This design comes from an exercise in tuning for small area, a short achievable clock period and few clock cycles per item on the open sky130 flow, not from production work.
In this exercise RTL edits were held to simulation tests only and were not proved equivalent to the original.
Power is estimated from default activity; no workload was simulated.

## flow/config.mk

```make
export PLATFORM = sky130hd
export DESIGN_NAME = mc10_fsk_runs
export DESIGN_NICKNAME = mc10_fsk_runs
export VERILOG_FILES = /design/flow/design.v
export SDC_FILE = /design/flow/constraint.sdc
export NUM_CORES = 4
export LEC_CHECK = 0
export CAP_MARGIN = 20
export CORE_MARGIN = 2
export CORE_UTILIZATION = 40
export SLEW_MARGIN = 20
```

## flow/constraint.sdc

```tcl
create_clock -name core_clock -period 12.0 [get_ports {clk}]
set_input_delay 2.4000 -clock core_clock [delete_from_list [all_inputs] [get_ports {clk}]]
set_output_delay 2.4000 -clock core_clock [all_outputs]
set_load 0.01 [all_outputs]
```

## flow/design.v

```verilog
module mc10_fsk_runs (
    input  wire        clk,
    input  wire        rst,
    input  wire        in_valid,
    input  wire [15:0] in_sample,
    input  wire        in_last,
    output wire        in_ready,
    output reg         run_valid,
    output reg  [19:0] run_len,
    output reg         done_valid,
    output reg         done_trunc,
    output reg  [19:0] done_trunc_idx,
    output reg  [19:0] done_count,
    output reg         done_nosig
);
    localparam integer W         = 60;    
    localparam integer DEPTH     = 128;   
    localparam integer TRIG_DIV  = 6;
    localparam [2:0] S_TURN = 3'd0,
                     S_WIN  = 3'd1,
                     S_HIGH = 3'd2,
                     S_LOW  = 3'd3,
                     S_DONE = 3'd4;
    reg [2:0]  state;
    reg [15:0] mem [0:DEPTH-1];
    reg [19:0] wr_cnt;       
    reg        n_known;      
    reg [19:0] n_total;      
    reg [19:0] idx;          
    reg [19:0] anchor;       
    reg [19:0] turn_start;   
    reg [19:0] win_ptr;      
    reg [19:0] win_end;      
    reg [6:0]  wn;           
    reg signed [23:0] wsum;  
    reg signed [15:0] wmin;
    reg signed [15:0] wmax;
    reg [19:0] run;          
    reg [19:0] skip;         
    reg [19:0] count;        
    wire [19:0] idx_back = (idx >= W) ? (idx - W) : 20'd0;
    wire [19:0] ws       = (idx_back > anchor) ? idx_back : anchor;
    wire [20:0] wr_limit = {1'b0, ws} + DEPTH;
    assign in_ready = (state != S_DONE) && !n_known && ({1'b0, wr_cnt} < wr_limit);
    wire accept = in_valid && in_ready;
    wire signed [31:0] wn_s    = {25'd0, wn};
    wire signed [31:0] wsum_s  = {{8{wsum[23]}}, wsum};
    wire signed [31:0] wspan_s = {{16{wmax[15]}}, wmax} - {{16{wmin[15]}}, wmin};
    wire signed [31:0] trig_rhs = TRIG_DIV * wsum_s + wn_s * wspan_s;
    function above_mean;
        input [15:0] s;
        begin
            above_mean = ($signed({{16{s[15]}}, s}) * wn_s) > wsum_s;
        end
    endfunction
    function below_trigger;
        input [15:0] s;
        begin
            below_trigger = (TRIG_DIV * wn_s * $signed({{16{s[15]}}, s})) < trig_rhs;
        end
    endfunction
    wire [15:0] la0 = mem[idx[6:0]];
    wire [15:0] la1 = mem[idx[6:0] + 7'd1];
    wire [15:0] la2 = mem[idx[6:0] + 7'd2];
    wire [15:0] la3 = mem[idx[6:0] + 7'd3];
    wire ex1 = !n_known || ({1'b0, idx} + 21'd1 < {1'b0, n_total});
    wire ex2 = !n_known || ({1'b0, idx} + 21'd2 < {1'b0, n_total});
    wire ex3 = !n_known || ({1'b0, idx} + 21'd3 < {1'b0, n_total});
    wire any_above = above_mean(la0) ||
                     (ex1 && above_mean(la1)) ||
                     (ex2 && above_mean(la2)) ||
                     (ex3 && above_mean(la3));
    wire at_end    = n_known && (idx == n_total);         
    wire have_la   = n_known || ({1'b0, wr_cnt} >= {1'b0, idx} + 21'd4);
    wire have_cur  = wr_cnt > idx;
    wire [15:0] win_s = mem[win_ptr[6:0]];
    wire [19:0] idx_next = idx + 20'd1;
    always @(posedge clk) begin
        if (accept)
            mem[wr_cnt[6:0]] <= in_sample;
    end
    always @(posedge clk) begin
        if (rst) begin
            state          <= S_TURN;
            wr_cnt         <= 20'd0;
            n_known        <= 1'b0;
            n_total        <= 20'd0;
            idx            <= 20'd0;
            anchor         <= 20'd0;
            turn_start     <= 20'd0;
            win_ptr        <= 20'd0;
            win_end        <= 20'd0;
            wn             <= 7'd0;
            wsum           <= 24'sd0;
            wmin           <= 16'sd0;
            wmax           <= 16'sd0;
            run            <= 20'd0;
            skip           <= 20'd0;
            count          <= 20'd0;
            run_valid      <= 1'b0;
            run_len        <= 20'd0;
            done_valid     <= 1'b0;
            done_trunc     <= 1'b0;
            done_trunc_idx <= 20'd0;
            done_count     <= 20'd0;
            done_nosig     <= 1'b0;
        end else begin
            run_valid  <= 1'b0;
            done_valid <= 1'b0;
            if (accept) begin
                wr_cnt <= wr_cnt + 20'd1;
                if (in_last) begin
                    n_known <= 1'b1;
                    n_total <= wr_cnt + 20'd1;
                end
            end
            case (state)
                S_TURN: begin
                    if (n_known || ({1'b0, wr_cnt} >= {1'b0, ws} + W)) begin
                        turn_start <= idx;
                        win_ptr    <= ws;
                        if (n_known && ({1'b0, n_total} < {1'b0, ws} + W)) begin
                            win_end <= n_total;
                            wn      <= n_total - ws;
                        end else begin
                            win_end <= ws + W;
                            wn      <= W;
                        end
                        wsum  <= 24'sd0;
                        wmin  <= 16'sh7fff;
                        wmax  <= 16'sh8000;
                        state <= S_WIN;
                    end
                end
                S_WIN: begin
                    wsum <= wsum + {{8{win_s[15]}}, win_s};
                    if ($signed(win_s) < wmin) wmin <= win_s;
                    if ($signed(win_s) > wmax) wmax <= win_s;
                    win_ptr <= win_ptr + 20'd1;
                    if (win_ptr + 20'd1 == win_end) begin
                        run   <= 20'd0;
                        state <= S_HIGH;
                    end
                end
                S_HIGH: begin
                    if (have_la) begin
                        if (any_above) begin
                            idx <= idx_next;
                            run <= run + 20'd1;
                            if (n_known && idx_next == n_total) begin
                                done_valid     <= 1'b1;
                                done_trunc     <= 1'b1;
                                done_trunc_idx <= turn_start;
                                done_count     <= count;
                                done_nosig     <= 1'b0;
                                state          <= S_DONE;
                            end
                        end else begin
                            if (run != 20'd0) begin
                                run_valid <= 1'b1;
                                run_len   <= run;
                                count     <= count + 20'd1;
                            end
                            skip  <= 20'd0;
                            state <= S_LOW;
                        end
                    end
                end
                S_LOW: begin
                    if (!at_end && have_cur && below_trigger(la0)) begin
                        idx  <= idx_next;
                        skip <= skip + 20'd1;
                    end else if (at_end || have_cur) begin
                        if (skip > W)
                            anchor <= idx;
                        if (idx == turn_start) begin
                            idx <= idx_next;
                            if (n_known && idx_next == n_total)
                                state <= S_DONE;
                            else
                                state <= S_TURN;
                        end else if (at_end) begin
                            state <= S_DONE;
                        end else begin
                            state <= S_TURN;
                        end
                        if ((idx == turn_start) ? (n_known && idx_next == n_total) : at_end) begin
                            done_valid     <= 1'b1;
                            done_trunc     <= 1'b0;
                            done_trunc_idx <= 20'd0;
                            done_count     <= count;
                            done_nosig     <= (count == 20'd0);
                        end
                    end
                end
                default: begin
                    wr_cnt  <= 20'd0;
                    n_known <= 1'b0;
                    n_total <= 20'd0;
                    idx     <= 20'd0;
                    anchor  <= 20'd0;
                    count   <= 20'd0;
                    state   <= S_TURN;
                end
            endcase
        end
    end
endmodule
```

## flow/run.sh

```bash
#!/bin/bash
# synth_recipe.tcl (not shown) runs the flow's synth.tcl, then flattens the netlist and writes it again
# the make line also repeats each setting of config.mk as NAME=value (left out here)
make -C /OpenROAD-flow-scripts/flow DESIGN_CONFIG=/design/flow/config.mk WORK_HOME=/design/flow/orfs CLKGATE_MAP_FILE= SYNTH_SCRIPT=/design/flow/synth_recipe.tcl finish
```

==> impl_results.md <==
- Status: no timing/DRC/antenna violations
- Area of the die: 503000 um2
- Cells after Synth: 13.5k
- Min-delay worst type: flip-flop to flip-flop
- Max-cap violations: 0
- Mapped cell area: 199000 um2
- Worst hold margin: 456 ps
- Cell Pwr Density: 102 nW/um2
- Internal power: 16000 uW
- Htree depth: 5
- FP Rows: 259
- Area grow syn2layout: 11.7%
- Sequential share of power: 40.4%
- Final hold violation count: 0
- Setup WS pre-CTS: -297 ps
- CTS Sinks: 2393
- CP Class: flip-flop to flip-flop
- Ys Warns: 1
- Multi-input gate area: 124000 um2
- R2R setup slack: 380 ps
- Gr usage total: 29.8%
- Most frequent CP cell: buf_4
- Area share of the largest cell type after synthesis: 38.0%
- Remaining Overflow, GRT: 0
- CTS Buffer Depth: 4
- Core ar.: 496000 um2
- Crit path DAT: 12460 ps
- CP max FO: 23
- Leading area contributor after synthesis: mux4_2
- Cts bufs inserted: 282
- Startpoint Class: flip-flop
- Initial DRC Count: 22.8k
- Syn Nets: 14.8k
- CP peak stage delay: 650 ps
- Seq cells post-synth: 2393
- Leakage: 0.0730 uW
- # DRC: 0
- Gpl congestion: 0.995
- Share of layout cells above drive strength 1: 35.3%
- Most common cell in the netlist: mux4_2
- Worst-path clk slew: 70 ps
- Cts hold-fix bufs: 0
- Synth cell count leaders: mux4_2 (3354), edfxtp_1 (2048), inv_1 (1120), ha_1 (750), clkbuf_1 (706)
- Synth Area per Inst: 14.8 um2
- Synth Flop Type: edfxtp_1
- CP Capture Type: flip-flop
- Initial core utilization: 40.1%
- Router iterations before antenna repair: 7
- Routed WL: 760 mm
- Rel. slew slack: 20.3%
- Least-Margin Pin Slew: 1190 ps
- Logic pwr share: 19.5%
- Switch share: 29.1%
- Fin Clk Skew: 108 ps
- Vias in the first global route: 135k
- Synth top area cells: mux4_2 (38%), edfxtp_1 (31%), fa_1 (6.1%)
- Post-Layout Cell Count: 20.4k
- Number of synthesized flops with an enable pin: 2048
- Crit path from: idx[0]
- Peak supply drop: 0.114 mV
- Period minus WS final: 11620 ps
- Initial antenna violation count: 59
- FF/Latch Area: 68500 um2
- Slowest cell on the critical path: mux4_2
- Fmax: 86.1 MHz
- Vias per cell: 6.93
- FFs w/ async S/R, synth: 0%
- Setup TNS: 0 ps
- Filler Cells Inserted: 43.6k
- TritonCTS clock tree: built
- R2R cell count: 43
- Top cell family by delay on the critical path: adder cells
- # IOs: 85
- Die H: 709 um
- RSZ-0062 raised after global routing: false
- Routed WL per cell: 37.2 um
- Vias: 142k
- Fin crit share: 96.8%
- WP depth: 43
- Clock root buffer: clkbuf_16
- Final setup viols: 0
- Final Slew Violations: 0
- Worst-skew pair later-pin latency: 1040 ps
- Largest net degree at the start of global routing: 115
- DP Cell Count: 19.9k
- Clk pwr share: 40.1%
- Routed Antenna Nets: 0
- Crit path buf inv count: 12
- First-pass GRT wire length: 1060 mm
- Final core occ: 44.8%
- Post-synthesis sequential area ratio: 34.4%
- Worst EP required: 12840 ps
- Port-buffer cells: 84
- Layout Nets: 14.9k
- P_sw: 6580 uW
- Crit Reg-Reg Startpoint: idx[0]
- Dpl hpwl: 524 mm
- Final setup margin: 379 ps
- Yosys cell types: 90
- Chip Width: 709 um
==> power by group through the flow <==
stage / clock network, uW / logic (uW) / registers, uW
after floorplan: 0 / 2960 / 9260
after global placement: 0 / 4350 / 9300
after detailed placement: 0 / 4360 / 9300
after CTS: 9100 / 4400 / 9130
after global routing: 9390 / 4910 / 9130
final: 9070 / 4410 / 9130
==> worst reg2reg max path: cells and delay by family (launching register included) <==
| kind | cells | cell delay, ps |
|---|---|---|
| compound gates | 12 | 2480 |
| mux | 5 | 2260 |
| simple gates | 7 | 1440 |
| buf+inv | 12 | 2120 |
| flops | 1 | 360 |
| fa+ha+maj | 7 | 2790 |
==> logic make-up after synthesis <==
logic type	Yosys count	synth area share, %
buf+inv	2177	4.14
simple gates	2377	5.98
mux	3578	39.1
compound gates	1217	3.98
flops	2393	34.4
fa+ha+maj	1353	10.8
xor+xnor	370	1.63
==> through the flow <==
step | instance area, um2 | power (uW)
global placement | 212000 | 13600
floorplan | 199000 | 12200
detailed placement | 212000 | 13700
finish | 222000 | 22600
CTS | 222000 | 22600
global route | 222000 | 23400
==> area by class of cell <==
cell class / count / share of cell area [%]
inverters: 1133 / 1.92
repair buffers: 802 / 3.56
multi-input cells: 8895 / 55.7
clock buffers: 338 / 3.35
diodes: 40 / 0.0450
clock inverters: 163 / 0.883
flip-flops and latches: 2393 / 30.8
well taps: 6655 / 3.75
==> worst min-delay path by stage <==
stage                         startpoint              to  slack [ps]  cells after the start
final                     done_count[15]  done_count[15]         460                      2
after floorplan                 skip[19]        skip[19]         440                      2
after global placement     done_count[6]   done_count[6]         440                      2
after global routing       done_count[5]   done_count[5]         480                      2
after detailed placement  done_count[10]  done_count[10]         450                      2
after CTS                  done_count[6]   done_count[6]         460                      2
==> what timing repair did <==
| action | CTS | global route |
|---|---|---|
| setup endpoints to repair | 153 | 153 |
| pin swaps | 0 | 1 |
| setup buffers | 0 | 5 |
| gates resized for setup | 8 | 59 |
| gates cloned | 0 | 5 |
| hold endpoints to repair | 0 | 0 |
==> flip-flops by register name, summed over array words and instances (netlist names), 7 cells and up, named ones only <==
register	flops
wr_cnt	20
mem	2048
wn	7
run	20
win_ptr	20
wmin	16
done_count	20
anchor	20
done_trunc_idx	20
idx	20
win_end	20
wsum	24
run_len	20
count	20
turn_start	20
skip	20
n_total	20
wmax	16
==> cell usage in the layout, fill, tap and decap left out, drive strengths merged, types with 31 or more instances in the layout <==
| master | Yosys | routed |
|---|---|---|
| a211oi | 76 | 76 |
| a21o | 97 | 97 |
| a21oi | 378 | 378 |
| a31oi | 41 | 41 |
| and2 | 87 | 87 |
| and3 | 74 | 74 |
| buf | 337 | 730 |
| bufinv | 0 | 33 |
| clkbuf | 707 | 343 |
| clkdlybuf4s50 | 0 | 67 |
| clkinv | 5 | 102 |
| dfxtp | 345 | 345 |
| diode | 0 | 40 |
| edfxtp | 2048 | 2048 |
| fa | 603 | 603 |
| ha | 750 | 750 |
| inv | 1128 | 1146 |
| mux2i | 201 | 201 |
| mux4 | 3354 | 3354 |
| nand2 | 496 | 496 |
| nand2b | 251 | 251 |
| nand3 | 207 | 207 |
| nand4 | 85 | 85 |
| nor2 | 596 | 596 |
| nor2b | 283 | 283 |
| nor3 | 100 | 100 |
| nor4 | 44 | 44 |
| o211ai | 37 | 37 |
| o21a | 60 | 60 |
| o21ai | 216 | 216 |
| or2 | 31 | 31 |
| or3 | 55 | 55 |
| xnor2 | 254 | 254 |
| xor2 | 116 | 116 |
==> metal layers <==
metal  global-route usage, %  vias up  share of wire, %
met5                   0.260        -             0.032
met4                    19.3       38               8.1
met3                    12.6     2175                16
met2                    41.8    11432                42
met1                    37.8    73261                34
li1                        -    54621                 -
Testbench counts, summed over its fixed seeds: cycles 686,867, samples 234,355.

separate check: timing with driven ports:
No port has a modelled driver above. Below, the same layout with a new extraction and two added sets of constraints.
Step 1 assumes that a clkbuf_16 drives the clock port and a buf_2 every other input.
Step 2 times the ports against the registers' clock, not the clock port: input delays grow and output delays shrink by t, the midpoint of the rising clock arrivals with the driver on.
Three values: ideal ports, drivers, drivers and shift; two values: the first two.
t, ns: 1.110
setup WS [ns]: 0.379 / 0.371 / 0.379
worst slew at a driven data input, ns: 0.12
After both steps setup and hold are still met in this run. The setup slack of this run moves by -0.008 ns with the drivers and by 0.000 ns with both steps.
